From an optimization exercise on the open Yosys and OpenROAD flow, aimed at small area, a short achievable clock period and few clock cycles; shortcuts taken in it are not production practice. RTL that was checked went through simulation tests only; none was proved equivalent to the original. Function not checked in runs 1 to 3: the RTL went through the layout flow alone. Power is estimated from default activity; no workload was simulated.

`flow/design.v`:
```
module rune512_codec #(
    parameter P = 64,    
    parameter S = 59     
) (
    input  wire        clk,
    input  wire        rst,
    input  wire        cmd_valid,
    output wire        cmd_ready,
    input  wire [2:0]  cmd_op,
    input  wire        cmd_pfx,
    input  wire        cmd_emptyok,
    input  wire        in_valid,
    output wire        in_ready,
    input  wire [11:0] in_data,
    output wire        out_valid,
    input  wire        out_ready,
    output wire [9:0]  out_data,
    output wire        done,
    output reg  [3:0]  err,
    output reg         shortsub,
    output wire [15:0] result,
    output wire [7:0]  consumed,
    output wire [7:0]  outlen
);
    reg        cmd_ready_r;   
    reg        st_bin;        
    reg        st_tin;        
    reg        st_out;        
    reg        done_r;        
    reg        op_enc, op_dec, pfx, emptyok;
    reg        in_ready_r;
    reg [5:0]  lag;           
    reg        iv;
    reg [11:9] id;            
    reg        id_end;        
    reg [8:0]  ida;           
    reg [575:0] ring;
    reg [15:0] crc;           
    reg [15:0] spec;          
    reg [6:0]  cnt;           
    reg [6:0]  rem;           
    reg        rnz;           
    reg [2:0]  m3;            
    reg [3:0]  lo;            
    reg [7:0]  acc;           
    reg        over, p0;
    reg        first;         
    reg        tok_seen, pfx_bad, stopped, cap;
    reg [16:0] hdr;
    reg        ov, last_r;
    reg [9:0]  od;
    reg [6:0]  oln;
    reg [1:0]  ost;           
    reg [8:0]  rd;            
    reg [7:0]  tl, th;        
    assign cmd_ready = cmd_ready_r;
    assign in_ready  = in_ready_r;
    assign out_valid = ov;
    assign out_data  = od;
    assign done      = done_r;
    assign result    = crc;
    assign consumed  = {1'b0, cnt};
    assign outlen    = {1'b0, oln};
    wire cmd_fire = cmd_valid & cmd_ready_r;
    wire in_move  = in_valid & in_ready_r;
    wire in_end   = op_dec ? in_data[11] : in_data[8];
    wire legal    = (cmd_op == 3'd0) | (cmd_op == 3'd1) | (cmd_op == 3'd2);
    wire in_phase = st_bin | st_tin;
    wire [15:0] ch [0:9];
    assign ch[0] = crc;
    genvar g;
    generate
        for (g = 0; g < 9; g = g + 1) begin : g_chain
            wire fb = ch[g][15] ^ ida[8-g];
            assign ch[g+1] = {ch[g][14:0], 1'b0} ^ (fb ? 16'h1021 : 16'h0000);
        end
    endgenerate
    wire        parity_d = hdr[16];
    reg  [15:0] spec_n;
    always @(*) begin
        case (m3)
        3'd0: spec_n = parity_d ? ch[1] : ch[9];
        3'd1: spec_n = ch[8];
        3'd2: spec_n = ch[7];
        3'd3: spec_n = ch[6];
        3'd4: spec_n = ch[5];
        3'd5: spec_n = ch[4];
        3'd6: spec_n = ch[3];
        default: spec_n = ch[2];
        endcase
    end
    wire [7:0]  ibyte = id_end ? 8'd0 : ida[8:1];
    wire [16:0] x17   = {acc, (op_dec ? rd : {ibyte, 1'b0})};
    reg  [8:0]  win;
    always @(*) begin
        case (lo)
        4'd0: win = x17[8:0];
        4'd1: win = x17[9:1];
        4'd2: win = x17[10:2];
        4'd3: win = x17[11:3];
        4'd4: win = x17[12:4];
        4'd5: win = x17[13:5];
        4'd6: win = x17[14:6];
        4'd7: win = x17[15:7];
        default: win = x17[16:8];
        endcase
    end
    wire pbyte   = iv & ~op_dec & ~id_end;
    wire full    = cnt[6];                              
    wire take    = pbyte & ~full;
    wire ovf     = pbyte & full;
    wire [15:0] crc_nx = ovf ? 16'd0 : (take ? ch[8] : crc);
    wire over_nx = over | ovf;
    wire c0      = first;
    wire lo0     = (lo == 4'd0);
    wire [3:0] lo_nx = ~take ? lo : (c0 ? 4'd7 : (lo0 ? 4'd8 : lo - 4'd1));
    wire stor    = take & ~c0 & ~lo0;
    wire part    = take ? (c0 | lo0 | (lo != 4'd1)) : ~lo0;    
    wire [6:0] rem_a = rem + {6'd0, stor};
    wire [6:0] rem_b = rem + {5'd0, stor & part, stor ^ part};
    wire bend    = in_move & st_bin & in_data[8];       
    wire enc_go  = bend & op_enc & ~over_nx;
    wire t_end   = id[11];
    wire t_sent  = id[10];
    wire t_valid = id[9];
    wire run_tok = iv & op_dec & ~t_end & ~(~tok_seen & pfx) &
                   ~(pfx_bad | stopped | cap) & t_valid & (cnt != S);
    wire deval   = iv & st_tin & t_end;
    wire dec_crc_ok = (spec == hdr[15:0]);
    wire dec_ok  = tok_seen & ~pfx_bad & ~cap & (cnt > 7'd1) & dec_crc_ok;
    wire dec_adj = (m3 == 3'd1) & parity_d;
    wire dec_m0  = (rem == 7'd0);
    wire [6:0] dec_m_m1 = rem - 7'd1 - {6'd0, dec_adj};
    wire dec_go  = deval & dec_ok & ~dec_m0;
    wire       wr    = op_dec ? run_tok : iv;
    wire [8:0] wdata = op_dec ? ida : win;
    wire [7:0] tap_l = tl;
    wire [7:0] tap_h = th;
    wire [7:0] tl_inc = {tl[6:0], tl[7]};
    wire [7:0] th_inc = tl[7] ? {th[6:0], th[7]} : th;
    wire [7:0] tl_dec = {tl[0], tl[7:1]};
    wire [7:0] th_dec = tl[0] ? {th[0], th[7:1]} : th;
    reg  [8:0] rtap, rgrp;
    integer gi, gj;
    always @(*) begin
        rtap = 9'd0;
        for (gj = 0; gj < 8; gj = gj + 1) begin
            rgrp = 9'd0;
            for (gi = 0; gi < 8; gi = gi + 1)
                rgrp = rgrp | (ring[(gj*8+gi)*9 +: 9] & {9{tap_l[gi]}});
            rtap = rtap | (rgrp & {9{tap_h[gj]}});
        end
    end
    wire go  = enc_go | dec_go;
    wire ld  = (st_out ? rnz : go) & (~ov | out_ready);
    reg  [9:0] enext;
    always @(*) begin
        case (ost)
        2'd0: enext = 10'h200;
        2'd1: enext = {1'b0, (lo_nx == 4'd1), crc_nx[15:8]};
        2'd2: enext = {1'b0, crc[7:0], p0};
        default: enext = {1'b0, rd};
        endcase
    end
    wire [9:0] onext   = op_dec ? {2'b00, win[8:1]} : enext;
    wire       consume = ld & (op_dec ? (lo != 4'd8) : (ost == 2'd3));
    reg [6:0] rem_d;
    always @(*) begin
        rem_d = rem;
        if (cmd_ready_r)
            rem_d = {6'd0, cmd_pfx} + 7'd1;
        else if (st_bin)
            rem_d = bend ? rem_b : rem_a;       
        else if (st_tin) begin
            if (deval)
                rem_d = dec_m_m1;
            else if (run_tok && cnt == 7'd1)
                rem_d = 7'd0;
            else if (run_tok && cnt[6:1] != 6'd0)
                rem_d = rem + ((m3 == 3'd0) ? 7'd2 : 7'd1);
        end else if (st_out && ld)
            rem_d = rem - 7'd1;
    end
    always @(posedge clk) begin
        id     <= in_data[11:9];
        id_end <= in_data[8];
        ida    <= op_dec ? in_data[8:0] : {in_data[7:0], 1'b0};
        ring   <= {ring[566:0], (wr ? wdata : ring[575:567])};
        rem    <= rem_d;
        if (deval)
            rnz <= (rem != (dec_adj ? 7'd2 : 7'd1));
        else if (st_out && ld)
            rnz <= (rem != 7'd1);
        else if (!st_out)
            rnz <= 1'b1;
        iv     <= in_move;
        if (cmd_fire) begin
            in_ready_r <= legal;
            lag        <= 6'd0;
        end else if (in_move) begin
            in_ready_r <= ~in_end;
            lag        <= 6'd0;
        end else begin
            in_ready_r <= ~in_ready_r & in_phase & (lag == 6'd63);
            lag        <= lag + 6'd1;
        end
        if (ld) begin
            ov <= 1'b1;
            od <= onext;
        end else if (out_ready) begin
            ov <= 1'b0;
        end
        if (done_r) begin
            done_r      <= 1'b0;
            cmd_ready_r <= 1'b1;
        end
        if (cmd_ready_r && cmd_fire) begin
            cmd_ready_r <= 1'b0;
            op_enc   <= (cmd_op == 3'd0);
            op_dec   <= (cmd_op == 3'd1);
            pfx      <= cmd_pfx;
            emptyok  <= cmd_emptyok;
            err      <= legal ? 4'd0 : 4'd6;
            shortsub <= 1'b0;
            crc      <= 16'd0;
            spec     <= 16'd0;
            cnt      <= 7'd0;
            first    <= 1'b1;
            over     <= 1'b0;
            lo       <= 4'd0;
            p0       <= 1'b0;
            tok_seen <= 1'b0;
            pfx_bad  <= 1'b0;
            stopped  <= 1'b0;
            cap      <= 1'b0;
            oln      <= 7'd0;
            ost      <= cmd_pfx ? 2'd0 : 2'd1;
            m3       <= (cmd_op == 3'd1) ? 3'd0 : 3'd2;
            th       <= 8'h80;
            tl       <= (cmd_op != 3'd1) ? 8'h10 : (cmd_pfx ? 8'h04 : 8'h08);
            st_tin   <= (cmd_op == 3'd1);
            st_bin   <= (cmd_op == 3'd0) | (cmd_op == 3'd2);
            done_r   <= ~legal;
        end
        if (st_bin) begin
            tl  <= tl_inc;
            th  <= th_inc;
            crc  <= crc_nx;
            over <= over_nx;
            lo   <= lo_nx;
            cnt  <= cnt + {6'd0, take};
            if (take) begin
                first <= 1'b0;
                acc <= ida[8:1];
                if (c0) p0 <= ida[8];
            end
            if (bend) begin
                st_bin <= 1'b0;
                if (enc_go) begin
                    st_out <= 1'b1;
                    last_r <= 1'b0;
                end else begin
                    done_r <= 1'b1;
                    cnt    <= 7'd0;
                    if (over_nx) err <= 4'd8;
                end
            end
        end
        if (iv && !op_dec && cnt == 7'd1 && (take || id_end))
            rd <= win;
        if (st_tin) begin
            tl <= tl_inc;
            th <= th_inc;
            if (iv) begin
                if (t_end) begin
                    st_tin <= 1'b0;
                    if (!tok_seen) begin
                        err   <= (~pfx & emptyok) ? 4'd0 : 4'd1;
                    end else if (pfx_bad) begin
                        err   <= 4'd2;
                    end else if (cap) begin
                        err   <= 4'd8;
                    end else if (cnt == 7'd0) begin
                        err      <= 4'd3;
                        shortsub <= 1'b1;
                    end else if (cnt == 7'd1) begin
                        err   <= 4'd3;
                    end else if (!dec_crc_ok) begin
                        err   <= 4'd5;
                    end
                    if (dec_ok) begin
                        crc <= hdr[15:0];
                        cnt <= cnt + {6'd0, pfx};
                    end else begin
                        crc <= 16'd0;
                        cnt <= 7'd0;
                    end
                    if (dec_go) begin
                        st_out <= 1'b1;
                        last_r <= (dec_m_m1 == 7'd0);
                    end else begin
                        done_r <= 1'b1;
                    end
                end else begin
                    tok_seen <= 1'b1;
                    if (!tok_seen && pfx) begin
                        pfx_bad <= ~t_sent;
                    end else if (pfx_bad || stopped || cap) begin
                    end else if (!t_valid) begin
                        stopped <= 1'b1;
                    end else if (cnt == S) begin
                        cap <= 1'b1;
                    end else begin
                        cnt <= cnt + 7'd1;
                        m3  <= m3 + 3'd1;
                        if (cnt == 7'd0) hdr[16:8] <= ida;
                        if (cnt == 7'd1) begin
                            hdr[7:0] <= ida[8:1];
                            acc      <= ida[7:0];
                            lo       <= 4'd1;
                            crc      <= ida[0] ? 16'h1021 : 16'h0000;
                            spec     <= 16'd0;
                        end
                        if (cnt[6:1] != 6'd0) begin
                            crc  <= ch[9];
                            spec <= spec_n;
                        end
                        if (cnt == 7'd2) rd <= ida;
                    end
                end
            end
        end
        if (st_out) begin
            tl <= tl_inc;
            th <= th_inc;
            if (!op_dec) cnt <= 7'd0;
            if (ov && out_ready && last_r) begin
                st_out <= 1'b0;
                done_r <= 1'b1;
            end
        end
        if (st_out || go) begin
            if (ld) begin
                oln <= oln + 7'd1;
                if (st_out) last_r <= (rem == 7'd1);
                if (!op_dec && ost != 2'd3) ost <= ost + 2'd1;
                if (op_dec) begin
                    if (lo == 4'd8) lo <= 4'd0;
                    else begin
                        acc <= rd[7:0];
                        lo  <= lo + 4'd1;
                    end
                end
            end
            if (consume) begin
                rd <= rtap;
                if (!op_dec && m3 == 3'd7) begin
                    m3  <= 3'd0;
                    tl  <= tl_dec;         
                    th  <= th_dec;
                end else begin
                    m3  <= m3 + 3'd1;
                    tl  <= tl;             
                    th  <= th;
                end
            end
        end
        if (rst) begin
            cmd_ready_r <= 1'b1;
            st_bin      <= 1'b0;
            st_tin      <= 1'b0;
            st_out      <= 1'b0;
            done_r      <= 1'b0;
            in_ready_r  <= 1'b0;
            iv          <= 1'b0;
            ov          <= 1'b0;
        end
    end
endmodule
```
`flow/run.sh`:
```
#!/bin/bash
# synth_recipe.tcl (not shown) runs the flow's synth.tcl, then flattens the netlist and writes it again
# the make line also repeats each setting of config.mk as NAME=value (left out here)
make -C /OpenROAD-flow-scripts/flow DESIGN_CONFIG=/design/flow/config.mk WORK_HOME=/design/flow/orfs CLKGATE_MAP_FILE= SYNTH_SCRIPT=/design/flow/synth_recipe.tcl finish
```
`flow/config.mk`:
```
export PLATFORM = sky130hd
export DESIGN_NAME = rune512_codec
export DESIGN_NICKNAME = rune512_codec
export VERILOG_FILES = /design/flow/design.v
export SDC_FILE = /design/flow/constraint.sdc
export NUM_CORES = 4
export LEC_CHECK = 0
export CAP_MARGIN = 20
export CORE_MARGIN = 2
export CORE_UTILIZATION = 55
export CTS_CLUSTER_DIAMETER = 60
export CTS_CLUSTER_SIZE = 20
export PLACE_DENSITY = 0.7
export SETUP_SLACK_MARGIN = 5
export SLEW_MARGIN = 20
```
`flow/constraint.sdc`:
```
create_clock -name core_clock -period 8.0 [get_ports {clk}]
set_input_delay 1.6000 -clock core_clock [delete_from_list [all_inputs] [get_ports {clk}]]
set_output_delay 1.6000 -clock core_clock [all_outputs]
set_load 0.01 [all_outputs]
```
==> impl_metrics.json, run 1 <==
{
  "outcome": "no timing/DRC/antenna violations",
  "met2_length_um": 35780,
  "hold_violations": 0,
  "grt_pass1_vias": 20330,
  "final_nets": 2568,
  "p_clk_frac": 0.360,
  "yosys_warnings": 1,
  "grt_start_max_net_pins": 63,
  "power_frac_seq": 0.556,
  "worstPathRequired_ns": 8.38,
  "core_area_um2": 47850,
  "grt_usage": 0.3097,
  "io_buffers": 70,
  "syn-instance-count": 2475,
  "yosysSeqAreaShare": 0.5780,
  "syn_area_um2": 26700,
  "critPathArrivalTime_ns": 3.49,
  "wirelength_met1_um": 33550,
  "layout-drive-gt1-share": 0.1364,
  "place_ws_ns": 3.336,
  "comb_power_share": 0.084,
  "vdd_drop_max_v": 0.0001799,
  "num_rows": 80,
  "worst_slew_pin_slew_ns": 1.101,
  "die_y_um": 224.3,
  "dr.pass1.iters": 8,
  "initial_core_util": 0.5581,
  "cts-hold-fix-buffers": 0,
  "synth-main-ff-cell": "dfxtp_1",
  "setup_violations": 0,
  "die_w_um": 224.3,
  "p_sw_frac": 0.2596,
  "gp_congestion": 0.9903,
  "antenna_found_initial": 2,
  "antenna_left": 0,
  "synthArstFlopShare": 0,
  "post-route-min-period_ns": 3.105,
  "layout_common_cells": "dfxtp_1 (650), a22oi_1 (324), nand2_1 (140)",
  "synth.distinct_cells": 90,
  "setup_slack_ns": 4.895,
  "avgRoutedWirePerCell_um": 25.66,
  "ys_ff_latch": 743,
  "p_sw_mw": 1.812,
  "cts_buffers": 49,
  "cts_tree": "built",
  "hold_ws_ns": 0.3383,
  "slew_headroom": 0.2602,
  "drt-total-wl_um": 80660,
  "wl_met3_um": 7615,
  "grt_first_pass_wirelength_um": 121500,
  "skew_ns": 0.03138,
  "critPathMaxFanout": 3,
  "viasPerCell": 6.745,
  "die_area_um2": 50330,
  "top_layer": "met5",
  "leakage_nw": 11.03,
  "ios": 73,
  "clk_latency_ns": 0.64,
  "clock-sinks": 743,
  "start_kind": "flip-flop",
  "drc": 0,
  "area_delta_synth_final_pct": 13.32,
  "dp_hpwl_um": 49450,
  "max_freq_mhz": 322.1,
  "root_buffer": "clkbuf_16",
  "multiInputGateArea_um2": 10740,
  "rsz0062_at_grt": "true",
  "seq_area_um2": 15540,
  "maxCapViolations": 0,
  "via_count": 21210,
  "fin_crit_sh": 0.3881,
  "fillCellCount": 3810,
  "slew_violations": 0,
  "cts_buffer_depth": 3,
  "antenna_cells": 0,
  "synth_area_per_cell_um2": 10.79,
  "drtIter0Drc": 2271,
  "overflow": 0,
  "tns_ns": 0,
  "crit_type": "flip-flop to flip-flop",
  "p_int_mw": 5.166,
  "final_common_cell": "dfxtp_1",
  "clk_pin_slew_worst_paths_ns": 0.08,
  "h-tree-depth": 2,
  "cp-end-kind": "flip-flop",
  "hp-class": "flip-flop to flip-flop",
  "p_per_area_nw_per_um2": 230.6,
  "synth_edf_count": 56
}
==> power groups by stage <==
| stage | logic, mW | clock network [mW] | registers, mW |
|---|---|---|---|
| 3_5_place_dp | 0.535 | 0 | 3.97 |
| 4_1_cts | 0.552 | 2.54 | 3.88 |
| 5_1_grt | 0.615 | 2.68 | 3.89 |
| 2_1_floorplan | 0.358 | 0 | 3.93 |
| 3_3_place_gp | 0.533 | 0 | 3.97 |
| 6_report | 0.588 | 2.51 | 3.88 |
==> through the flow <==
stage / area [µm²] / power (mW) / cells / utilization
after floorplan: 26830 / 4.292 / 2476 / -
after global placement: 27810 / 4.503 / 3011 / 0.5811
after detailed placement: 27810 / 4.508 / 3011 / 0.5811
after CTS: 29880 / 6.969 / 3119 / 0.6245
after global routing: 30260 / 7.178 / 3144 / 0.6325
final: 30260 / 6.978 / 3144 / 0.6325
==> worst max-delay path, cell delays in order, from the launching register on <==
cell and delay [ns]:
edfxtp_1 0.41, or4b_4 0.59, buf_6 0.14, a22oi_2 0.20, ha_1 0.27, mux2_4 0.28
ha_4 0.17, inv_2 0.05, fa_2 0.24, buf_4 0.13, xor2_2 0.15, a221oi_2 0.07
o41a_1 0.14
==> state kept, by name, indices dropped and copies added (netlist names), 2 cells and up <==
name and cells:
ring 576, crc 16, rd 9, spec 16
lo 4, cnt 7, tl 8, id 3
th 8, acc 8, lag 6, oln 7
ost 2, m3 3, rem 7, od 10
hdr 17, err 4, ida 9
==> cell usage after synthesis (22+ instances only) <==
master    instances  area share
xnor2_1          56       0.018
nand2_1         144       0.020
a21oi_1          95       0.018
o22ai_1          25      0.0059
dfxtp_1         687        0.52
mux2_2           29       0.012
clkbuf_1        139       0.020
ha_1             34       0.016
inv_1            47      0.0066
o211ai_1         25      0.0070
nand4_1          73       0.017
edfxtp_1         56       0.063
o21ai_0          95       0.018
nand3_1          42      0.0079
a221oi_1         32       0.010
a31oi_1          22      0.0052
a22oi_1         325       0.091
nor3_1           41      0.0077
nor2_1           89       0.013
buf_1            32      0.0045
==> per-layer routing <==
metal / vias up / track usage
met4: 4 / 0.1337
met5: - / 0
li1: 9385 / -
met3: 244 / 0.06140
met2: 1255 / 0.4762
met1: 10320 / 0.4267
==> final cells by class <==
| class | instances | area share |
|---|---|---|
| Timing Repair Buffer | 172 | 0.05053 |
| Multi-Input combinational cell | 1495 | 0.3548 |
| Tap cell | 615 | 0.02543 |
| Sequential cell | 743 | 0.5137 |
| Clock buffer | 53 | 0.04172 |
| Inverter | 49 | 0.006574 |
| Clock inverter | 17 | 0.007277 |
==> path summary, 6_finish.rpt <==
path | slack (ns) | startpoint | end | depth (start not counted)
max | 4.90 | op_dec | rem[2] | 12
min | 0.34 | ring[111] | ring[120] | 0
max reg2reg | 4.90 | op_dec | rem[2] | 12
min reg2reg | 0.34 | ring[111] | ring[120] | 0
==> timing repair <==
action | CTS | global route
gates resized for setup | 171 | 37
pin swaps | 10 | 7
setup endpoints to repair | 182 | 108
setup buffers | 34 | 23
gates cloned | 4 | 2
==> kinds of logic (layout without fill, tap and decap cells) <==
group                    after synthesis  in the layout  synth area share
AND/OR/NAND/NOR                      513            515           0.09807
XOR/XNOR                              85             85           0.03374
other                                  1              2         0.0001404
buffers and inverters                242            291           0.03580
adder cells (fa/ha/maj)               36             36           0.01743
flip-flops                           743            743            0.5780
multiplexers                          49             49           0.02019
AO/OA/AOI/OAI                        806            808            0.2166
==> inputs of run 2 (changes only) <==
--- a/flow/design.v
+++ b/flow/design.v
@@ -47,2 +47,3 @@
     reg        first;         
+    reg        f1, f2, fge2, fcap;    
     reg        tok_seen, pfx_bad, stopped, cap;
@@ -118,4 +119,8 @@
     wire part    = take ? (c0 | lo0 | (lo != 4'd1)) : ~lo0;    
-    wire [6:0] rem_a = rem + {6'd0, stor};
-    wire [6:0] rem_b = rem + {5'd0, stor & part, stor ^ part};
+    wire [6:0] rem_p1 = rem + 7'd1;
+    wire [6:0] rem_p2 = rem + 7'd2;
+    wire [6:0] rem_m1 = rem - 7'd1;
+    wire [6:0] rem_m2 = rem - 7'd2;
+    wire [6:0] rem_a = stor ? rem_p1 : rem;
+    wire [6:0] rem_b = (stor & part) ? rem_p2 : ((stor | part) ? rem_p1 : rem);
     wire bend    = in_move & st_bin & in_data[8];       
@@ -126,9 +131,9 @@
     wire run_tok = iv & op_dec & ~t_end & ~(~tok_seen & pfx) &
-                   ~(pfx_bad | stopped | cap) & t_valid & (cnt != S);
+                   ~(pfx_bad | stopped | cap) & t_valid & ~fcap;
     wire deval   = iv & st_tin & t_end;
     wire dec_crc_ok = (spec == hdr[15:0]);
-    wire dec_ok  = tok_seen & ~pfx_bad & ~cap & (cnt > 7'd1) & dec_crc_ok;
+    wire dec_ok  = tok_seen & ~pfx_bad & ~cap & fge2 & dec_crc_ok;
     wire dec_adj = (m3 == 3'd1) & parity_d;
     wire dec_m0  = (rem == 7'd0);
-    wire [6:0] dec_m_m1 = rem - 7'd1 - {6'd0, dec_adj};
+    wire [6:0] dec_m_m1 = dec_adj ? rem_m2 : rem_m1;
     wire dec_go  = deval & dec_ok & ~dec_m0;
@@ -176,8 +181,8 @@
                 rem_d = dec_m_m1;
-            else if (run_tok && cnt == 7'd1)
+            else if (run_tok && f1)
                 rem_d = 7'd0;
-            else if (run_tok && cnt[6:1] != 6'd0)
-                rem_d = rem + ((m3 == 3'd0) ? 7'd2 : 7'd1);
+            else if (run_tok && fge2)
+                rem_d = (m3 == 3'd0) ? rem_p2 : rem_p1;
         end else if (st_out && ld)
-            rem_d = rem - 7'd1;
+            rem_d = rem_m1;
     end
@@ -196,4 +201,4 @@
         iv     <= in_move;
-        if (cmd_fire) begin
-            in_ready_r <= legal;
+        if (cmd_ready_r) begin
+            in_ready_r <= cmd_valid & legal;
             lag        <= 6'd0;
@@ -216,4 +221,3 @@
         end
-        if (cmd_ready_r && cmd_fire) begin
-            cmd_ready_r <= 1'b0;
+        if (cmd_ready_r) begin
             op_enc   <= (cmd_op == 3'd0);
@@ -228,2 +232,6 @@
             first    <= 1'b1;
+            f1       <= 1'b0;
+            f2       <= 1'b0;
+            fge2     <= 1'b0;
+            fcap     <= 1'b0;
             over     <= 1'b0;
@@ -240,5 +248,8 @@
             tl       <= (cmd_op != 3'd1) ? 8'h10 : (cmd_pfx ? 8'h04 : 8'h08);
-            st_tin   <= (cmd_op == 3'd1);
-            st_bin   <= (cmd_op == 3'd0) | (cmd_op == 3'd2);
-            done_r   <= ~legal;
+            if (cmd_valid) begin
+                cmd_ready_r <= 1'b0;
+                st_tin   <= (cmd_op == 3'd1);
+                st_bin   <= (cmd_op == 3'd0) | (cmd_op == 3'd2);
+                done_r   <= ~legal;
+            end
         end
@@ -268,3 +279,3 @@
         end
-        if (iv && !op_dec && cnt == 7'd1 && (take || id_end))
+        if (iv && !op_dec && f1 && (take || id_end))
             rd <= win;
@@ -282,6 +293,6 @@
                         err   <= 4'd8;
-                    end else if (cnt == 7'd0) begin
+                    end else if (!f1 && !fge2) begin
                         err      <= 4'd3;
                         shortsub <= 1'b1;
-                    end else if (cnt == 7'd1) begin
+                    end else if (f1) begin
                         err   <= 4'd3;
@@ -310,3 +321,3 @@
                         stopped <= 1'b1;
-                    end else if (cnt == S) begin
+                    end else if (fcap) begin
                         cap <= 1'b1;
@@ -315,4 +326,4 @@
                         m3  <= m3 + 3'd1;
-                        if (cnt == 7'd0) hdr[16:8] <= ida;
-                        if (cnt == 7'd1) begin
+                        if (!f1 && !fge2) hdr[16:8] <= ida;
+                        if (f1) begin
                             hdr[7:0] <= ida[8:1];
@@ -323,3 +334,3 @@
                         end
-                        if (cnt[6:1] != 6'd0) begin
+                        if (fge2) begin
                             crc  <= ch[9];
@@ -327,3 +338,3 @@
                         end
-                        if (cnt == 7'd2) rd <= ida;
+                        if (f2) rd <= ida;
                     end
@@ -332,2 +343,8 @@
         end
+        if (take || run_tok) begin
+            f1   <= (cnt == 7'd0);
+            f2   <= f1;
+            fge2 <= fge2 | f1;
+            fcap <= (cnt == S - 1);
+        end
         if (st_out) begin
--- a/flow/config.mk
+++ b/flow/config.mk
@@ -9,6 +9,6 @@
 export CORE_MARGIN = 2
-export CORE_UTILIZATION = 55
+export CORE_UTILIZATION = 45
 export CTS_CLUSTER_DIAMETER = 60
 export CTS_CLUSTER_SIZE = 20
-export PLACE_DENSITY = 0.7
+export PLACE_DENSITY = 0.65
 export SETUP_SLACK_MARGIN = 5
==> run 2 against run 1 <==
Effect of this change: synthesized cell count shrank 0.24%; maximum frequency grew 3.0%; routed wire length grew 1.4%; critical endpoint is now od[0].
==> impl_metrics.json, run 2 <==
{
  "place_ws_ns": 3.516,
  "max_freq_mhz": 331.6,
  "antenna_cells": 0,
  "setup_slack_ns": 4.984,
  "synth_top_area_frac": 0.5123,
  "worstPathRequired_ns": 8.33,
  "layout-drive-gt1-share": 0.1179,
  "outcome": "no timing/DRC/antenna violations",
  "slew_headroom": 0.2331,
  "synth_common_cells": "dfxtp_1 (687), a22oi_1 (341), clkbuf_1 (140), nand2_1 (131), o21ai_0 (102)",
  "clk_pin_slew_worst_paths_ns": 0.08,
  "clk_latency_ns": 0.63,
  "rsz0062_at_grt": "true",
  "critPathArrivalTime_ns": 3.35,
  "cts_buffer_depth": 3,
  "antenna_left": 0,
  "h-tree-depth": 2,
  "layout_common_cells": "dfxtp_1 (658), a22oi_1 (341), nand2_1 (128)",
  "num_rows": 89,
  "grt_pass1_vias": 20870,
  "grt_usage": 0.2595,
  "vdd_drop_max_v": 0.0002258,
  "p_per_area_nw_per_um2": 234.3,
  "tns_ns": 0,
  "cts-hold-fix-buffers": 0,
  "die_w_um": 248.3,
  "crit_path_top_delay_cell": "xnor2_1",
  "critical-path-top-delay-family": "XOR/XNOR gates",
  "crit_type": "flip-flop to flip-flop",
  "path_cells": "xor3_2, xnor2_2, xnor2_1, o21ai_1, a221oi_1, a211oi_1",
  "gp_congestion": 0.9602,
  "overflow": 0,
  "cp-end-kind": "flip-flop",
  "synth.most_common_cell": "dfxtp_1",
  "final_cell_area_um2": 30220,
  "cts_buffers": 50,
  "grt_start_max_net_pins": 66,
  "post-route-min-period_ns": 3.016,
  "drt-total-wl_um": 81760,
  "skew_ns": 0.02465,
  "synth_edf_count": 60,
  "antenna_found_initial": 0,
  "synth.distinct_cells": 93,
  "initial_core_util": 0.4549,
  "final_common_cell": "dfxtp_1",
  "synth_top_area_cell": "dfxtp_1",
  "yosysSeqAreaShare": 0.5794,
  "root_buffer": "clkbuf_16",
  "synthArstFlopShare": 0,
  "die_area_um2": 61630,
  "start_kind": "flip-flop",
  "dr.pass1.iters": 12,
  "max_stage_delay_ns": 0.68,
  "worst_slew_pin_slew_ns": 1.149,
  "ios": 73,
  "syn-instance-count": 2469,
  "io_buffers": 70,
  "avgRoutedWirePerCell_um": 24.96,
  "via_count": 20900,
  "synth_area_per_cell_um2": 10.87,
  "clock-sinks": 747,
  "dp_hpwl_um": 50050,
  "maxCapViolations": 0,
  "grt_first_pass_wirelength_um": 124600,
  "drc": 0,
  "fin_cells": 3276,
  "numPlacedInstances": 3157,
  "hp-class": "flip-flop to flip-flop",
  "yosys_warnings": 1,
  "die_y_um": 248.3,
  "setup_violations": 0,
  "hold_violations": 0,
  "critPathMaxFanout": 9,
  "viasPerCell": 6.379,
  "reg.largest.list": "ring (576), hdr (17)",
  "area_delta_synth_final_pct": 12.58,
  "slew_violations": 0,
  "fin_crit_sh": 0.3769,
  "ys_ff_latch": 747,
  "path_buf_inv": 0,
  "drtIter0Drc": 2457,
  "core_area_um2": 59020,
  "leakage_nw": 11.02,
  "power_mw": 7.081,
  "syn_area_um2": 26850,
  "synth.area.top_cells": "dfxtp_1 (51%), a22oi_1 (9.5%), edfxtp_1 (6.7%)",
  "synth-main-ff-cell": "dfxtp_1",
  "regMostFlops": "ring",
  "placed_area_um2": 28080,
  "final_nets": 2534,
  "largest_reg_flops": 576,
  "cts_tree": "built"
}
## run 2: worst paths after layout
check	startpoint	to	slack, ns	cells after the start
setup / recovery	ida[8]	od[0]	4.98	6
hold / removal	ring[108]	ring[117]	0.33	0
setup reg to reg	ida[8]	od[0]	4.98	6
hold reg to reg	ring[108]	ring[117]	0.33	0
## run 2: area by class of cell
cell class / instances / area [µm²]
Multi-Input combinational cell: 1486 / 10530
Tap cell: 773 / 967.2
Timing Repair inverter: 2 / 10.01
Timing Repair Buffer: 155 / 1338
Clock buffer: 53 / 1284
Inverter: 40 / 161.4
Clock inverter: 20 / 296.5
Fill cell: 5200 / 28800
Sequential cell: 747 / 15630
## run 2: stage by stage
| stage | hold WS, ns | utilization |
|---|---|---|
| 2_1_floorplan | 0.3311 | - |
| 3_3_place_gp | 0.3329 | 0.4757 |
| 3_5_place_dp | 0.3368 | 0.4758 |
| 4_1_cts | 0.3352 | 0.5075 |
| 5_1_grt | 0.3328 | 0.5121 |
| 6_report | 0.3325 | 0.5121 |
## run 2: cell families after synthesis
family / after synthesis / synth area share
muxes: 63 / 0.02526
and+or+nand+nor: 497 / 0.09778
xor gates and xnor gates: 82 / 0.03239
adders and majority gates: 30 / 0.01398
buffers and inverters: 237 / 0.03593
DFF: 747 / 0.5794
AOI/OAI and AO/OA: 812 / 0.2151
other: 1 / 0.0001397
## run 2: what timing repair did
| item | CTS | global route |
|---|---|---|
| cloned | 3 | 0 |
| setup buffers | 17 | 26 |
| gates resized for setup | 127 | 17 |
| setup endpoints to repair | 170 | 30 |
| pin swaps | 5 | 3 |
## run 2: report_power, final
group,switching [mW],total (mW),internal (mW)
logic,0.369,0.567,0.199
clock network,1.34,2.61,1.26
registers,0.0863,3.91,3.82
## run 2: metal layers
layer / vias to the layer above / share of wire / global-route usage
met5: - / 0 / 0
met4: 0 / 0.040 / 0.1141
met3: 213 / 0.079 / 0.04870
met2: 1000 / 0.46 / 0.4144
met1: 10350 / 0.42 / 0.3430
li1: 9330 / - / -
==> inputs of run 3 (changes only) <==
--- a/flow/config.mk
+++ b/flow/config.mk
@@ -9,6 +9,6 @@
 export CORE_MARGIN = 2
-export CORE_UTILIZATION = 45
+export CORE_UTILIZATION = 55
 export CTS_CLUSTER_DIAMETER = 60
 export CTS_CLUSTER_SIZE = 20
-export PLACE_DENSITY = 0.65
+export PLACE_DENSITY = 0.7
 export SETUP_SLACK_MARGIN = 5
==> run 3 against run 2 <==
Effect of this change: routed wire length shrank 4.8%; final area down 1.4%; sequential share of layout area increased by 0.76 points; combinational power shrank 4.9%; sequential power about the same; flip-flop and latch count unchanged; highest routed layer unchanged.
==> impl_metrics.json, run 3 <==
{
  "yosysSeqAreaShare": 0.5794,
  "yosys_warnings": 1,
  "worst_slew_pin_slew_ns": 1.097,
  "core_area_um2": 47950,
  "critPathArrivalTime_ns": 3.50,
  "skew_ns": 0.01681,
  "fillCellCount": 3878,
  "area_delta_synth_final_pct": 10.98,
  "crit_path_start": "out_ready",
  "drt-total-wl_um": 77820,
  "path_buf_inv": 3,
  "root_buffer": "clkbuf_16",
  "clock-sinks": 747,
  "antenna_cells": 0,
  "hp-class": "flip-flop to flip-flop",
  "layout-drive-gt1-share": 0.1090,
  "regMostFlops": "ring",
  "r2r_slack_ns": 5.02,
  "synth.area.top_cells": "dfxtp_1 (51%), a22oi_1 (9.5%), edfxtp_1 (6.7%)",
  "synth.most_common_cell": "dfxtp_1",
  "overflow": 0,
  "grt_start_max_net_pins": 65,
  "timing.rr.end": "cnt[6]",
  "setup_violations": 0,
  "synth_common_cells": "dfxtp_1 (687), a22oi_1 (341), clkbuf_1 (140), nand2_1 (131), o21ai_0 (102)",
  "leakage_nw": 10.94,
  "outcome": "no timing/DRC/antenna violations",
  "maxCapViolations": 0,
  "synth.distinct_cells": 93,
  "h-tree-depth": 2,
  "grt_pass1_vias": 20560,
  "final_common_cell": "dfxtp_1",
  "die_y_um": 224.9,
  "fin_crit_sh": 0.3739,
  "io_buffers": 70,
  "die_area_um2": 50590,
  "path_cells": "dlygate4sd2_1, nand2b_4, a21boi_1, and4_4, a21boi_4, buf_12, buf_4, nand2b_1, mux2_2",
  "avgRoutedWirePerCell_um": 25.09,
  "synthArstFlopShare": 0,
  "grt_first_pass_wirelength_um": 120300,
  "largest_reg_flops": 576,
  "synth_top_area_frac": 0.5123,
  "r2r_cells": 7,
  "syn_area_um2": 26850,
  "dr.pass1.iters": 8,
  "dp_hpwl_um": 47650,
  "hold_violations": 0,
  "gp_congestion": 0.9452,
  "antenna_left": 0,
  "cts-hold-fix-buffers": 0,
  "seq_area_um2": 15640,
  "ios": 73,
  "synth-main-ff-cell": "dfxtp_1",
  "slew_violations": 0,
  "crit_type": "primary input to flip-flop",
  "hold_ws_ns": 0.3462,
  "drc": 0,
  "cts_buffers": 49,
  "cts_tree": "built",
  "r2r-start": "hdr[3]",
  "tns_ns": 0,
  "reg.largest.list": "ring (576), hdr (17)",
  "viasPerCell": 6.687,
  "num_rows": 80,
  "vdd_drop_max_v": 0.0001660,
  "slew_headroom": 0.2634,
  "worstPathRequired_ns": 8.51,
  "initial_core_util": 0.5599,
  "path_depth": 9,
  "ys_ff_latch": 747,
  "critPathMaxFanout": 6,
  "drtIter0Drc": 2447,
  "rsz0062_at_grt": "true",
  "grt_usage": 0.3037,
  "synth_top_area_cell": "dfxtp_1",
  "antenna_found_initial": 0,
  "crit_path_top_delay_cell": "mux2_2",
  "max_freq_mhz": 334.3,
  "p_per_area_nw_per_um2": 232.9,
  "clk_latency_ns": 0.62,
  "start_kind": "primary input",
  "max_stage_delay_ns": 0.36,
  "synth_area_per_cell_um2": 10.87,
  "cp-end-kind": "flip-flop",
  "cp-endpoint": "lo[1]",
  "clk_pin_slew_worst_paths_ns": 0.08,
  "hp-start": "ring[546]",
  "synth_edf_count": 60,
  "final_nets": 2518,
  "via_count": 20740,
  "die_w_um": 224.9,
  "critical-path-top-delay-family": "buffers and inverters",
  "syn-instance-count": 2469,
  "cts_buffer_depth": 3,
  "multiInputGateArea_um2": 10500,
  "post-route-min-period_ns": 2.991,
  "layout_common_cells": "dfxtp_1 (656), a22oi_1 (341), nand2_1 (128)"
}
[run 3: cell counts after synthesis]
No cell type changed its count.
[run 3: area by class of cell]
class	instances	share of cell area
Clock buffer	56	0.04275
Multi-Input combinational cell	1486	0.3524
Inverter	40	0.005292
Sequential cell	747	0.5249
Timing Repair inverter	1	0.0001680
Clock inverter	16	0.006552
Tap cell	615	0.02583
Timing Repair Buffer	141	0.04208
[run 3: routing by layer]
| layer | global-route usage | up-vias | wire length (µm) |
|---|---|---|---|
| met3 | 0.05854 | 254 | 6815 |
| met2 | 0.4845 | 1108 | 35420 |
| met4 | 0.1299 | 0 | 3595 |
| met1 | 0.4046 | 10090 | 31990 |
| li1 | - | 9287 | - |
| met5 | 0 | - | 0 |
[run 3: repair_timing]
item | 4_1_cts | 5_1_grt
buffers inserted | 16 | 17
gates cloned | 3 | 0
pin swaps | 3 | 2
endpoints found under the setup margin | 160 | 58
resized for setup | 126 | 20
[run 3: how the worst min path moves through the flow]
stage	endpoint	slack, ns	cells past startpoint
2_1_floorplan	ring[16]	0.33	0
3_3_place_gp	ring[38]	0.33	0
3_5_place_dp	ring[557]	0.34	0
4_1_cts	ring[143]	0.35	0
5_1_grt	ring[87]	0.35	0
6_report	ring[555]	0.35	0
[run 3: power breakdown]
part	internal (mW)	switching, mW	total, mW
clock	1.18	1.32	2.50
combinational	0.191	0.348	0.539
sequential	3.82	0.0831	3.90
[run 3: metrics by stage]
step / cells / setup WS [ns] / power (mW) / cell area, µm² / util
floorplan: 2470 / 4.843 / 4.302 / 26910 / -
global placement: 2994 / 3.214 / 4.489 / 27840 / 0.5807
detailed placement: 2994 / 3.184 / 4.494 / 27840 / 0.5807
CTS: 3085 / 5.002 / 6.935 / 29610 / 0.6176
global route: 3102 / 4.963 / 7.149 / 29790 / 0.6214
finish: 3102 / 5.009 / 6.940 / 29790 / 0.6214
[run 3: logic make-up after synthesis]
group | Yosys count | synth area share
xor gates and xnor gates | 82 | 0.03239
DFF | 747 | 0.5794
and+or+nand+nor | 497 | 0.09778
buffers and inverters | 237 | 0.03593
other | 1 | 0.0001397
muxes | 63 | 0.02526
adders and majority gates | 30 | 0.01398
AOI/OAI and AO/OA | 812 | 0.2151
==> inputs of run 4 (changes only) <==
--- a/flow/design.v
+++ b/flow/design.v
@@ -69,2 +69,3 @@
     wire in_phase = st_bin | st_tin;
+    wire in_free  = (st_bin & over) | (st_tin & (pfx_bad | stopped | cap));
     wire [15:0] ch [0:9];
@@ -208,3 +209,4 @@
         end else begin
-            in_ready_r <= ~in_ready_r & in_phase & (lag == 6'd63);
+            in_ready_r <= (st_bin | (st_tin & ~(iv & t_end))) &
+                          (in_free | (~in_ready_r & (lag == 6'd63)));
             lag        <= lag + 6'd1;
==> run 4 against run 3 <==
Effect of this change: clock skew increased by 0.014 ns; synthesized cell count rose by 0.53%; critical endpoint is now rd[6]; setup slack worse by 0.013 ns; still clean; core utilization down 0.32 points.
==> impl_metrics.json, run 4 <==
{
  "outcome": "no timing/DRC/antenna violations",
  "fin_cells": 3122,
  "vdd_drop_max_v": 0.0001918,
  "post-route-min-period_ns": 3.004,
  "area_delta_synth_final_pct": 11.57,
  "cts_tree": "built",
  "clk_pin_slew_worst_paths_ns": 0.08,
  "grt_usage": 0.3073,
  "avgRoutedWirePerCell_um": 25.34,
  "worstPathRequired_ns": 8.56,
  "ios": 73,
  "numPlacedInstances": 3015,
  "h-tree-depth": 2,
  "synthArstFlopShare": 0,
  "max_stage_delay_ns": 0.63,
  "layout_common_cells": "dfxtp_1 (651), a22oi_1 (369), nand2_1 (139)",
  "yosysSeqAreaShare": 0.5771,
  "via_count": 21110,
  "final_cell_area_um2": 30070,
  "io_buffers": 70,
  "critPathMaxFanout": 13,
  "grt_start_max_net_pins": 63,
  "synth_top_family_by_area": "compound AO/OA/AOI/OAI gates",
  "dp_hpwl_um": 49380,
  "hold_ws_ns": 0.3456,
  "reg.largest.list": "ring (576), hdr (17)",
  "synth-compound-area-share": 0.2099,
  "clk_latency_ns": 0.64,
  "viasPerCell": 6.762,
  "seq_area_um2": 15660,
  "dr.pass1.iters": 7,
  "drtIter0Drc": 2608,
  "hp-class": "flip-flop to flip-flop",
  "slew_violations": 0,
  "synth_area_per_cell_um2": 10.86,
  "synth_common_cells": "dfxtp_1 (687), a22oi_1 (369), nand2_1 (143), clkbuf_1 (126), o21ai_0 (98)",
  "synthMuxAreaShare": 0.02878,
  "cts-hold-fix-buffers": 0,
  "syn_area_um2": 26950,
  "path_cells": "inv_1, ha_1, nor3b_2, a221oi_1, a31oi_1, a21oi_1, o31ai_1",
  "synth.area.top_cells": "dfxtp_1 (51%), a22oi_1 (10%), edfxtp_1 (6.7%)",
  "synth_top_area_cell": "dfxtp_1",
  "grt_first_pass_wirelength_um": 121400,
  "critPathArrivalTime_ns": 3.56,
  "gp_congestion": 1.005,
  "cp-end-kind": "flip-flop",
  "ys_ff_latch": 747,
  "synth.most_common_cell": "dfxtp_1",
  "crit_path_top_delay_cell": "nor3b_2",
  "rsz0062_at_grt": "false",
  "num_rows": 81,
  "power_mw": 7.064,
  "root_buffer": "clkbuf_16",
  "synth_top_area_frac": 0.5103,
  "final_nets": 2530,
  "antenna_left": 0,
  "die_area_um2": 50790,
  "hold_violations": 0,
  "p_per_area_nw_per_um2": 234.9,
  "path_buf_inv": 1,
  "fin_crit_sh": 0.3755,
  "synth_adder_area_share": 0.01393,
  "yosys.area_share.simple": 0.1024,
  "setup_slack_ns": 4.996,
  "synth_xor_area_frac": 0.03249,
  "setup_violations": 0,
  "die_y_um": 225.4,
  "start_kind": "flip-flop",
  "skew_ns": 0.03050,
  "antenna_found_initial": 1,
  "largest_reg_flops": 576,
  "r2r_slack_ns": 5.00,
  "leakage_nw": 11.29,
  "core_area_um2": 48650,
  "yosys_warnings": 1,
  "synth.distinct_cells": 98,
  "initial_core_util": 0.5541,
  "layout-drive-gt1-share": 0.1128,
  "multiInputGateArea_um2": 10670,
  "synth_edf_count": 60,
  "slew_headroom": 0.3019,
  "worst_slew_pin_slew_ns": 1.047,
  "utilization": 0.6182,
  "grt_pass1_vias": 20650,
  "cts_buffers": 50,
  "tns_ns": 0,
  "maxCapViolations": 0,
  "die_w_um": 225.4,
  "overflow": 0,
  "place_ws_ns": 3.717,
  "synth-main-ff-cell": "dfxtp_1",
  "cts_buffer_depth": 3,
  "placed_area_um2": 27920,
  "clock-sinks": 747,
  "crit_type": "flip-flop to flip-flop",
  "antenna_cells": 0,
  "final_common_cell": "dfxtp_1",
  "drt-total-wl_um": 79120,
  "fillCellCount": 3994,
  "drc": 0,
  "critical-path-top-delay-family": "compound AO/OA/AOI/OAI gates",
  "syn-instance-count": 2482,
  "regMostFlops": "ring",
  "max_freq_mhz": 332.8
}
[run 4: kinds of logic (layout without fill, tap and decap cells)]
kind of cell,Yosys count,after routing
compound gates,798,798
xor+xnor,78,78
fa+ha+maj,30,30
buf+inv,232,247
flops,747,747
mux,64,64
other cells,1,2
simple gates,532,534
[run 4: metal layers]
layer  wire length [µm]  vias to the layer above  global-route usage
met3               7833                      224             0.05932
met4               2578                        2              0.1075
li1                   -                     9309                   -
met2              34800                     1212              0.4659
met5                 13                        -                   0
met1              33900                    10360              0.4387
[run 4: report_power, final]
part | leakage, nW | total, mW | switching [mW] | internal (mW)
Combinational | 4.31 | 0.523 | 0.348 | 0.175
Sequential | 6.19 | 3.91 | 0.0918 | 3.81
Clock | 0.786 | 2.63 | 1.35 | 1.28
[run 4: timing repair]
item / in CTS / in global routing
pin swaps: 0 / 1
gates cloned: 5 / 0
endpoints found under the setup margin: 194 / 115
resized for setup: 137 / 21
buffers inserted: 25 / 2
[run 4: final timing paths]
| path | startpoint | end | cells past startpoint |
|---|---|---|---|
| setup / recovery | lo[1] | rd[6] | 7 |
| hold / removal | ring[552] | ring[561] | 0 |
| setup reg to reg | lo[1] | rd[6] | 7 |
| hold reg to reg | ring[552] | ring[561] | 0 |
[run 4: area by class of cell]
| class | instances | area share |
|---|---|---|
| Multi-Input combinational cell | 1506 | 0.3547 |
| Timing Repair inverter | 2 | 0.0005825 |
| Sequential cell | 747 | 0.5206 |
| Timing Repair Buffer | 131 | 0.03957 |
| Inverter | 40 | 0.005409 |
| Tap cell | 622 | 0.02588 |
| Clock inverter | 16 | 0.008197 |
| Clock buffer | 58 | 0.04502 |
Testbench counts of run 4, summed over its fixed seeds: cycles 11,571.
==> inputs of run 5 (changes only) <==
==> flow/flow/run.sh (new file) <==
#!/bin/bash
# The standard layout (the standard.sh) with two changes:
#  - port buffers are sky130_fd_sc_hd__buf_4; by default buffer_ports picks the
#    delay cell clkdlybuf4s50_1, which adds about 0.4 ns to every input and output path;
#  - timing repair aims at a setup slack margin of 5.3 ns.
# Synthesis is the standard one, run unchanged first.
set -euo pipefail
bash standard.sh synth > synth.log 2>&1
bash standard.sh "BUFFER_PORTS_ARGS=-buffer_cell sky130_fd_sc_hd__buf_4" SETUP_SLACK_MARGIN=5.3 finish > layout.log 2>&1
==> flow/standard.sh (new file) <==
#!/bin/bash
# synth_recipe.tcl (not shown) runs the flow's synth.tcl, then flattens the netlist and writes it again
# the make line also repeats each setting of config.mk as NAME=value (left out here)
make -C /OpenROAD-flow-scripts/flow DESIGN_CONFIG=/design/flow/config.mk WORK_HOME=/design/flow/orfs CLKGATE_MAP_FILE= SYNTH_SCRIPT=/design/flow/synth_recipe.tcl "${@:-finish}"
--- a/flow/config.mk
+++ b/flow/config.mk
@@ -13,3 +13,2 @@
 export PLACE_DENSITY = 0.7
-export SETUP_SLACK_MARGIN = 5
 export SLEW_MARGIN = 20
removed: flow/run.sh
==> run 5 against run 4 <==
Effect of this change: highest routed layer is now met4; via count is 1.6% higher; global-route usage is 0.76 points higher; routed wire length is 3.7% higher; clock-buffer cell count is 1 lower; synthesized cell count stayed put; sequential share of layout area is 1.3 points lower; still clean on timing, DRC and antenna; setup slack better by 0.13 ns; sequential power hardly changed; register-to-register slack better by 0.26 ns; synthesized area stayed put; critical path type is now flip-flop to output pin; core utilization is 1.8 points higher.
==> impl_metrics.json, run 5 <==
{
  "multiInputGateArea_um2": 10950,
  "cp-end-kind": "output pin",
  "slew_violations": 0,
  "path_cells": "buf_6",
  "regMostFlops": "ring",
  "overflow": 0,
  "core_area_um2": 48650,
  "via_count": 21450,
  "comb_power_share": 0.083,
  "synth-main-ff-cell": "dfxtp_1",
  "layout_common_cells": "dfxtp_1 (639), a22oi_1 (369), nand2_1 (136)",
  "grt_pass1_vias": 20780,
  "cts-hold-fix-buffers": 0,
  "die_w_um": 225.4,
  "post-route-min-period_ns": 2.869,
  "num_rows": 81,
  "leakage_nw": 11.61,
  "start_kind": "flip-flop",
  "ys_ff_latch": 747,
  "die_y_um": 225.4,
  "largest_reg_flops": 576,
  "yosysSeqAreaShare": 0.5771,
  "reg.largest.list": "ring (576), hdr (17)",
  "outcome": "no timing/DRC/antenna violations",
  "fillCellCount": 3824,
  "dr.pass1.iters": 7,
  "drc": 0,
  "p_sw_frac": 0.2574,
  "synth_common_cells": "dfxtp_1 (687), a22oi_1 (369), nand2_1 (143), clkbuf_1 (126), o21ai_0 (98)",
  "synth-compound-area-share": 0.2099,
  "area_delta_synth_final_pct": 14.75,
  "syn_area_um2": 26950,
  "h-tree-depth": 2,
  "avgRoutedWirePerCell_um": 25.84,
  "rsz0062_at_grt": "true",
  "hold_violations": 0,
  "drt-total-wl_um": 82080,
  "synth_edf_count": 60,
  "critPathMaxFanout": 1,
  "yosys.area_share.simple": 0.1024,
  "dp_hpwl_um": 49100,
  "hp-class": "flip-flop to flip-flop",
  "synth_area_per_cell_um2": 10.86,
  "p_sw_mw": 1.829,
  "layout-drive-gt1-share": 0.1766,
  "hp-start": "ring[209]",
  "synth_top_area_frac": 0.5103,
  "setup_slack_ns": 5.131,
  "gp_congestion": 1.003,
  "max_freq_mhz": 348.5,
  "fin_crit_sh": 0.3587,
  "synthMuxAreaShare": 0.02878,
  "slew_headroom": 0.3225,
  "synth.most_common_cell": "dfxtp_1",
  "maxCapViolations": 0,
  "synth_adder_area_share": 0.01393,
  "ios": 73,
  "grt_first_pass_wirelength_um": 123700,
  "viasPerCell": 6.755,
  "final_cell_area_um2": 30930,
  "tns_ns": 0,
  "synth_xor_area_frac": 0.03249,
  "p_per_area_nw_per_um2": 229.7,
  "seq_area_um2": 15700,
  "skew_ns": 0.01733,
  "critical-path-top-delay-family": "flip-flops",
  "clk_pin_slew_worst_paths_ns": 0.08,
  "r2r-start": "hdr[8]",
  "worst_slew_pin_slew_ns": 1.016,
  "drtIter0Drc": 2521,
  "cts_buffer_depth": 3,
  "worstPathRequired_ns": 6.40,
  "initial_core_util": 0.5541,
  "antenna_left": 0,
  "clk_latency_ns": 0.64,
  "critPathArrivalTime_ns": 1.27,
  "final_common_cell": "dfxtp_1",
  "root_buffer": "clkbuf_16",
  "syn-instance-count": 2482,
  "cts_buffers": 51,
  "place_ws_ns": 4.099,
  "power_frac_seq": 0.548,
  "crit_path_top_delay_cell": "edfxtp_1",
  "cts_tree": "built",
  "synth.area.top_cells": "dfxtp_1 (51%), a22oi_1 (10%), edfxtp_1 (6.7%)",
  "max_stage_delay_ns": 0.47,
  "synth_top_family_by_area": "compound AO/OA/AOI/OAI gates",
  "synthArstFlopShare": 0,
  "grt_start_max_net_pins": 61,
  "synth_top_area_cell": "dfxtp_1",
  "yosys_warnings": 1,
  "clock-sinks": 747,
  "crit_type": "flip-flop to output pin",
  "antenna_found_initial": 0,
  "crit_path_start": "od[1]",
  "synth.distinct_cells": 98,
  "antenna_cells": 0,
  "placed_area_um2": 27740,
  "p_int_mw": 5.276,
  "grt_usage": 0.3148,
  "path_buf_inv": 1,
  "io_buffers": 70,
  "vdd_drop_max_v": 0.0001673,
  "die_area_um2": 50790,
  "p_clk_frac": 0.370,
  "final_nets": 2584,
  "setup_violations": 0
}
[run 5: cell counts after synthesis]
Identical to the previous run, type by type.
[run 5: kinds of logic (layout without fill, tap and decap cells)]
| group | Yosys count | in the layout |
|---|---|---|
| xor gates and xnor gates | 78 | 78 |
| muxes | 64 | 64 |
| and+or+nand+nor | 532 | 534 |
| buffers and inverters | 232 | 301 |
| adders and majority gates | 30 | 30 |
| DFF | 747 | 747 |
| other | 1 | 2 |
| AOI/OAI and AO/OA | 798 | 798 |
[run 5: layout make-up]
class	instances	area share
flip-flops and latches	747	0.5075
multi-input cells	1506	0.3541
well taps	622	0.02516
repair buffers	184	0.05498
repair inverters	2	0.0008091
inverters	40	0.005421
clock inverters	18	0.008333
clock buffers	57	0.04369
[run 5: stage by stage]
| step | utilization | hold slack [ns] | power [mW] | instances |
|---|---|---|---|---|
| 2_1_floorplan | - | 0.3311 | 4.292 | 2483 |
| 3_3_place_gp | 0.5702 | 0.3323 | 4.481 | 3012 |
| 3_5_place_dp | 0.5702 | 0.3364 | 4.484 | 3012 |
| 4_1_cts | 0.6242 | 0.3407 | 7.080 | 3147 |
| 5_1_grt | 0.6358 | 0.3371 | 7.305 | 3176 |
| 6_report | 0.6358 | 0.3388 | 7.105 | 3176 |
[run 5: metal layers]
metal  wire (µm)  global-route usage
met1       34310              0.4453
met4        3416              0.1342
met3        8468             0.05828
met5           0                   0
met2       35880              0.4733
[run 5: worst paths after layout]
path	endpoint	slack [ns]	depth (start not counted)
max	out_data[1]	5.13	1
min	ring[218]	0.34	0
max reg2reg	crc[11]	5.26	8
min reg2reg	ring[218]	0.34	0
[run 5: worst register-to-register path, cell delays in order (launching register included)]
cell	delay, ns
edfxtp_1	0.41
xor2_1	0.17
nor4_1	0.51
nand4_1	0.17
buf_4	0.21
buf_4	0.19
nor3_4	0.57
a22oi_1	0.25
o22ai_1	0.18
[run 5: power by group through the flow]
stage | registers [mW] | logic (mW) | clock network, mW
final | 3.89 | 0.586 | 2.63
after global routing | 3.89 | 0.615 | 2.80
after CTS | 3.89 | 0.531 | 2.66
after detailed placement | 4.00 | 0.486 | 0
after global placement | 4.00 | 0.484 | 0
after floorplan | 3.94 | 0.352 | 0
[run 5: what timing repair did]
action / 4_1_cts / 5_1_grt
buffers inserted: 56 / 28
endpoints found under the setup margin: 222 / 154
gates cloned: 4 / 1
pin swaps: 3 / 13
gates resized for setup: 172 / 71
==> inputs of run 6 (changes only) <==
--- a/flow/config.mk
+++ b/flow/config.mk
@@ -14 +14,2 @@
 export SLEW_MARGIN = 20
+export TNS_END_PERCENT = 30
==> run 6 against run 5 <==
Effect of this change: critical endpoint is now out_data[2]; die area unchanged; maximum frequency decreased by 1.1%; largest power group unchanged; largest cell class unchanged; clock-buffer cell count decreased by 2; final area decreased by 2.1%; sequential share of layout area increased by 0.87 points; core utilization decreased by 1.3 points.
==> impl_metrics.json, run 6 <==
{
  "fillCellCount": 3950,
  "max_freq_mhz": 344.6,
  "crit_path_top_delay_cell": "edfxtp_1",
  "p_sw_mw": 1.768,
  "via_count": 21030,
  "p_per_area_nw_per_um2": 232.0,
  "outcome": "no timing/DRC/antenna violations",
  "final_nets": 2548,
  "tns_ns": 0,
  "path_buf_inv": 1,
  "slew_violations": 0,
  "crit_type": "flip-flop to output pin",
  "synth_common_cells": "dfxtp_1 (687), a22oi_1 (369), nand2_1 (143), clkbuf_1 (126), o21ai_0 (98)",
  "path_depth": 1,
  "max_stage_delay_ns": 0.51,
  "p_clk_frac": 0.365,
  "dp_hpwl_um": 48900,
  "layout-drive-gt1-share": 0.1532,
  "clk_latency_ns": 0.63,
  "post-route-min-period_ns": 2.902,
  "yosys_warnings": 1,
  "cts_buffers": 50,
  "clk_pin_slew_worst_paths_ns": 0.08,
  "avgRoutedWirePerCell_um": 25.36,
  "path_cells": "buf_6",
  "fin_crit_sh": 0.3628,
  "grt_start_max_net_pins": 62,
  "initial_core_util": 0.5541,
  "largest_reg_flops": 576,
  "final_cell_area_um2": 30280,
  "place_ws_ns": 4.148,
  "area_delta_synth_final_pct": 12.34,
  "synth_area_per_cell_um2": 10.86,
  "comb_power_share": 0.079,
  "p_sw_frac": 0.2516,
  "gp_congestion": 0.9806,
  "antenna_left": 0,
  "p_int_mw": 5.257,
  "synth.area.top_cells": "dfxtp_1 (51%), a22oi_1 (10%), edfxtp_1 (6.7%)",
  "fin_cells": 3141,
  "layout_common_cells": "dfxtp_1 (657), a22oi_1 (369), nand2_1 (136)",
  "cts_buffer_depth": 3,
  "antenna_found_initial": 0,
  "h-tree-depth": 2,
  "regMostFlops": "ring",
  "cts_tree": "built",
  "drt-total-wl_um": 79650,
  "clock-sinks": 747,
  "die_y_um": 225.4,
  "final_common_cell": "dfxtp_1",
  "num_rows": 81,
  "reg.largest.list": "ring (576), hdr (17)",
  "worstPathRequired_ns": 6.40,
  "maxCapViolations": 0,
  "io_buffers": 70,
  "die_area_um2": 50790,
  "hold_ws_ns": 0.3408,
  "setup_violations": 0,
  "synth.distinct_cells": 98,
  "viasPerCell": 6.695,
  "vdd_drop_max_v": 0.0001584,
  "syn_area_um2": 26950,
  "worst_slew_pin_slew_ns": 1.060,
  "drtIter0Drc": 2471,
  "cp-end-kind": "output pin",
  "rsz0062_at_grt": "true",
  "synth-main-ff-cell": "dfxtp_1",
  "placed_area_um2": 27740,
  "synth.most_common_cell": "dfxtp_1",
  "dr.pass1.iters": 7,
  "ios": 73,
  "core_area_um2": 48650,
  "hp-class": "flip-flop to flip-flop",
  "antenna_cells": 0,
  "power_frac_seq": 0.555,
  "synth_top_area_frac": 0.5103,
  "numPlacedInstances": 3017,
  "root_buffer": "clkbuf_16",
  "synthArstFlopShare": 0,
  "synth_edf_count": 60,
  "die_w_um": 225.4,
  "drc": 0,
  "grt_usage": 0.3083,
  "r2r_cells": 7,
  "synth_top_area_cell": "dfxtp_1",
  "syn-instance-count": 2482,
  "yosysSeqAreaShare": 0.5771,
  "overflow": 0,
  "start_kind": "flip-flop",
  "leakage_nw": 11.30,
  "whs_path_depth": 0,
  "hold_violations": 0,
  "grt_first_pass_wirelength_um": 121900,
  "critPathArrivalTime_ns": 1.30,
  "slew_headroom": 0.2932,
  "critPathMaxFanout": 1,
  "setup_slack_ns": 5.098,
  "grt_pass1_vias": 20580,
  "ys_ff_latch": 747,
  "skew_ns": 0.03437,
  "critical-path-top-delay-family": "flip-flops"
}
==> run 6: cell count changes in the layout (fill, tap and decap cells not counted), sizes merged <==
cell and change:
buf -36, clkbuf -2, clkinv -2, inv +2, bufinv +1, clkinvlp +1
nand2 +1
==> run 6: metrics by stage <==
stage                     total power [mW]  utilization
after floorplan                      4.290            -
after global placement               4.479       0.5702
after detailed placement             4.482       0.5702
after CTS                            7.014       0.6123
after global routing                 7.228       0.6224
final                                7.025       0.6224
==> run 6: cell type report <==
class                      count  area, µm²  area share
tap                          622      778.2     0.02570
clock inverter                20      244.0    0.008058
timing repair inverter         2      27.53   0.0009091
clock buffer                  55       1311     0.04331
inverter                      40      170.2    0.005620
sequential                   747      15630      0.5162
multi-input combinational   1507      10860      0.3588
timing repair buffer         148       1255     0.04145
==> run 6: cell families after synthesis <==
kind of cell               after synthesis  synth area share
AOI/OAI and AO/OA                      798            0.2099
adders and majority gates               30           0.01393
xor gates and xnor gates                78           0.03249
and+or+nand+nor                        532            0.1024
DFF                                    747            0.5771
buffers and inverters                  232           0.03523
other                                    1         0.0001391
muxes                                   64           0.02878
==> run 6: power by group through the flow <==
stage	sequential [mW]	clock, mW	combinational (mW)
after floorplan	3.94	0	0.351
after global placement	3.99	0	0.485
after detailed placement	4.00	0	0.486
after CTS	3.90	2.60	0.510
after global routing	3.90	2.74	0.588
final	3.90	2.57	0.558
==> run 6: final timing paths <==
check | slack (ns) | to | from
min reg2reg | 0.34 | ring[405] | ring[396]
max reg2reg | 5.18 | spec[4] | m3[2]
max | 5.10 | out_data[2] | od[2]
min | 0.34 | ring[405] | ring[396]
==> run 6: repair_timing <==
action                                  4_1_cts  5_1_grt
hold endpoints to repair                      0        0
endpoints found under the setup margin      216      180
setup buffers                                16       27
gates resized for setup                      82       67
hold buffers                                  0        0
pin swaps                                     5        6
gates cloned                                  6        0
==> run 6: metal layers <==
metal / share of wire / track usage / routed length (µm)
met1: 0.43 / 0.4332 / 34120
met2: 0.44 / 0.4720 / 34990
met3: 0.097 / 0.05867 / 7699
met4: 0.036 / 0.1184 / 2844
met5: 0 / 0 / 0
==> inputs of run 7 (changes only) <==
--- a/flow/config.mk
+++ b/flow/config.mk
@@ -7,2 +7,3 @@
 export LEC_CHECK = 0
+export ABC_AREA = 1
 export CAP_MARGIN = 20
@@ -14,2 +15 @@
 export SLEW_MARGIN = 20
-export TNS_END_PERCENT = 30
==> run 7 against run 6 <==
Effect of this change: maximum frequency grew 1.3%; critical path depth is the same; clock-buffer cell count shrank 2; largest cell class unchanged; final area grew 5.0%; global-route usage grew 1.9 points; routed wire length grew 11%; worst hold slack lost 0.0081 ns; power grew 3.5%.
==> impl_metrics.json, run 7 <==
{
  "outcome": "no timing/DRC/antenna violations",
  "synth.distinct_cells": 62,
  "ios": 73,
  "fin_cells": 4167,
  "synth-main-ff-cell": "dfxtp_1",
  "clk_latency_ns": 0.65,
  "rsz0062_at_grt": "true",
  "max_stage_delay_ns": 0.48,
  "synth.area.top_cells": "dfxtp_1 (49%), nand2_1 (15%), edfxtp_1 (6.4%)",
  "slew_headroom": 0.3342,
  "hold_ws_ns": 0.3328,
  "critPathArrivalTime_ns": 1.26,
  "num_rows": 82,
  "syn-instance-count": 3394,
  "overflow": 0,
  "regMostFlops": "ring",
  "max_freq_mhz": 349.1,
  "largest_reg_flops": 576,
  "cp-end-kind": "output pin",
  "synth_top_area_cell": "dfxtp_1",
  "yosysSeqAreaShare": 0.5545,
  "antenna_cells": 0,
  "start_kind": "flip-flop",
  "p_per_area_nw_per_um2": 228.6,
  "crit_path_start": "od[8]",
  "synth_top_area_frac": 0.4903,
  "die_y_um": 229.8,
  "tns_ns": 0,
  "cts_buffers": 50,
  "antenna_left": 0,
  "skew_ns": 0.04559,
  "die_area_um2": 52830,
  "yosys_warnings": 1,
  "cts_buffer_depth": 3,
  "placed_area_um2": 29040,
  "hp-class": "flip-flop to flip-flop",
  "reg.largest.list": "ring (576), hdr (17)",
  "io_buffers": 70,
  "leakage_nw": 13.14,
  "r2r-start": "op_dec",
  "drc": 0,
  "synth_edf_count": 60,
  "dr.pass1.iters": 6,
  "grt_first_pass_wirelength_um": 135700,
  "critical-path-top-delay-family": "flip-flops",
  "critPathMaxFanout": 1,
  "die_w_um": 229.8,
  "synth_common_cells": "nand2_1 (1149), dfxtp_1 (687), o21ai_0 (193), inv_1 (192), nor2_1 (160)",
  "hp-start": "ring[174]",
  "layout-drive-gt1-share": 0.1099,
  "antenna_found_initial": 0,
  "synthArstFlopShare": 0,
  "final_common_cell": "nand2_1",
  "clk_pin_slew_worst_paths_ns": 0.08,
  "core_area_um2": 50270,
  "crit_type": "flip-flop to output pin",
  "ys_ff_latch": 747,
  "gp_congestion": 0.9768,
  "synth.most_common_cell": "nand2_1",
  "slew_violations": 0,
  "numPlacedInstances": 4018,
  "grt_pass1_vias": 23540,
  "synth_area_per_cell_um2": 8.265,
  "post-route-min-period_ns": 2.864,
  "path_buf_inv": 1,
  "dp_hpwl_um": 57550,
  "initial_core_util": 0.5580,
  "fin_crit_sh": 0.3581,
  "area_delta_synth_final_pct": 13.34,
  "drt-total-wl_um": 88540,
  "setup_violations": 0,
  "h-tree-depth": 2,
  "drtIter0Drc": 2356,
  "grt_usage": 0.3274,
  "crit_path_top_delay_cell": "edfxtp_1",
  "worst_slew_pin_slew_ns": 0.9986,
  "worstPathRequired_ns": 6.40,
  "clock-sinks": 747,
  "avgRoutedWirePerCell_um": 21.25,
  "hold_violations": 0,
  "syn_area_um2": 28050,
  "vdd_drop_max_v": 0.0001757,
  "path_cells": "buf_6",
  "via_count": 24570,
  "layout_common_cells": "nand2_1 (1140), dfxtp_1 (641), o21ai_0 (191)",
  "final_nets": 3528,
  "viasPerCell": 5.896,
  "maxCapViolations": 0,
  "root_buffer": "clkbuf_16",
  "fillCellCount": 4301,
  "grt_start_max_net_pins": 67,
  "cts_tree": "built",
  "final_cell_area_um2": 31790
}
==> run 7: cell types whose count changed after synthesis, moves of 23 or more <==
| cell | before | now |
|---|---|---|
| a21oi_1 | 92 | 141 |
| o21ai_0 | 98 | 193 |
| nor2_1 | 92 | 160 |
| clkbuf_1 | 126 | 95 |
| nand4_1 | 87 | 110 |
| nand3_1 | 46 | 155 |
| o22ai_1 | 31 | 63 |
| nand2_1 | 143 | 1149 |
| a22oi_1 | 369 | 21 |
| inv_1 | 37 | 192 |
| mux2i_1 | 28 | 1 |
==> run 7: worst reg2reg max path: stages (launching register included) <==
cell	delay, ns
edfxtp_1	0.43
buf_12	0.20
clkinv_16	0.16
nand2_2	0.12
nor2_4	0.19
nand2_4	0.20
nor2_4	0.21
nand3_2	0.19
inv_2	0.12
nor2_1	0.09
a221oi_1	0.29
o21ai_0	0.15
==> run 7: timing repair <==
item                                    CTS  global route
hold buffers                              0             0
gates resized for setup                 147            30
gates cloned                              4             1
setup buffers                            53            20
pin swaps                                 7             4
endpoints found under the setup margin  203           144
==> run 7: report_power, final <==
| part | leakage (nW) | switching, mW | internal, mW | total (mW) |
|---|---|---|---|---|
| logic | 6.19 | 0.586 | 0.226 | 0.812 |
| registers | 6.21 | 0.0943 | 3.83 | 3.92 |
| clock network | 0.744 | 1.34 | 1.19 | 2.53 |
==> run 7: final cells by class <==
class                   instances  area, µm²  area share
inverters                     217      863.3     0.02715
clock inverters                18      259.0    0.008146
clock buffers                  53       1272     0.04002
flip-flops and latches        747      15690      0.4935
multi-input cells            2292      11310      0.3556
repair buffers                168       1563     0.04915
well taps                     672      840.8     0.02645
==> run 7: worst paths after layout <==
kind | endpoint | slack (ns) | cells past startpoint
setup / recovery | out_data[8] | 5.14 | 1
hold / removal | ring[183] | 0.33 | 0
setup reg to reg | rem[1] | 5.37 | 11
hold reg to reg | ring[183] | 0.33 | 0
==> run 7: kinds of logic (layout without fill, tap and decap cells) <==
| logic type | after synthesis | in the layout | share of synthesized area |
|---|---|---|---|
| simple gates | 1659 | 1662 | 0.2500 |
| flops | 747 | 747 | 0.5545 |
| compound gates | 554 | 554 | 0.1174 |
| buf+inv | 359 | 456 | 0.05085 |
| xor+xnor | 43 | 43 | 0.01343 |
| fa+ha+maj | 30 | 30 | 0.01338 |
| other cells | 1 | 2 | 0.0001337 |
| mux | 1 | 1 | 0.0003568 |
==> run 7: per-layer routing <==
metal,GRT usage,part of all wire,up-vias
met1,0.4294,0.41,11780
met3,0.03857,0.072,237
li1,-,-,11430
met4,0.1718,0.056,0
met2,0.5332,0.46,1122
met5,0,0,-
==> run 7: through the flow <==
| step | total power, mW | utilization | setup WS (ns) |
|---|---|---|---|
| 2_1_floorplan | 4.468 | - | 4.910 |
| 3_3_place_gp | 4.754 | 0.5777 | 3.811 |
| 3_5_place_dp | 4.762 | 0.5777 | 3.705 |
| 4_1_cts | 7.255 | 0.6259 | 5.128 |
| 5_1_grt | 7.500 | 0.6324 | 5.133 |
| 6_report | 7.270 | 0.6324 | 5.136 |

Check on run 7: ideal ports give 5.136 ns setup slack; a clkbuf_16 on the clock port and buf_2 on the inputs give 5.071 ns; moving port delays by the midpoint clock arrival (0.692 ns) as well gives 4.664 ns.
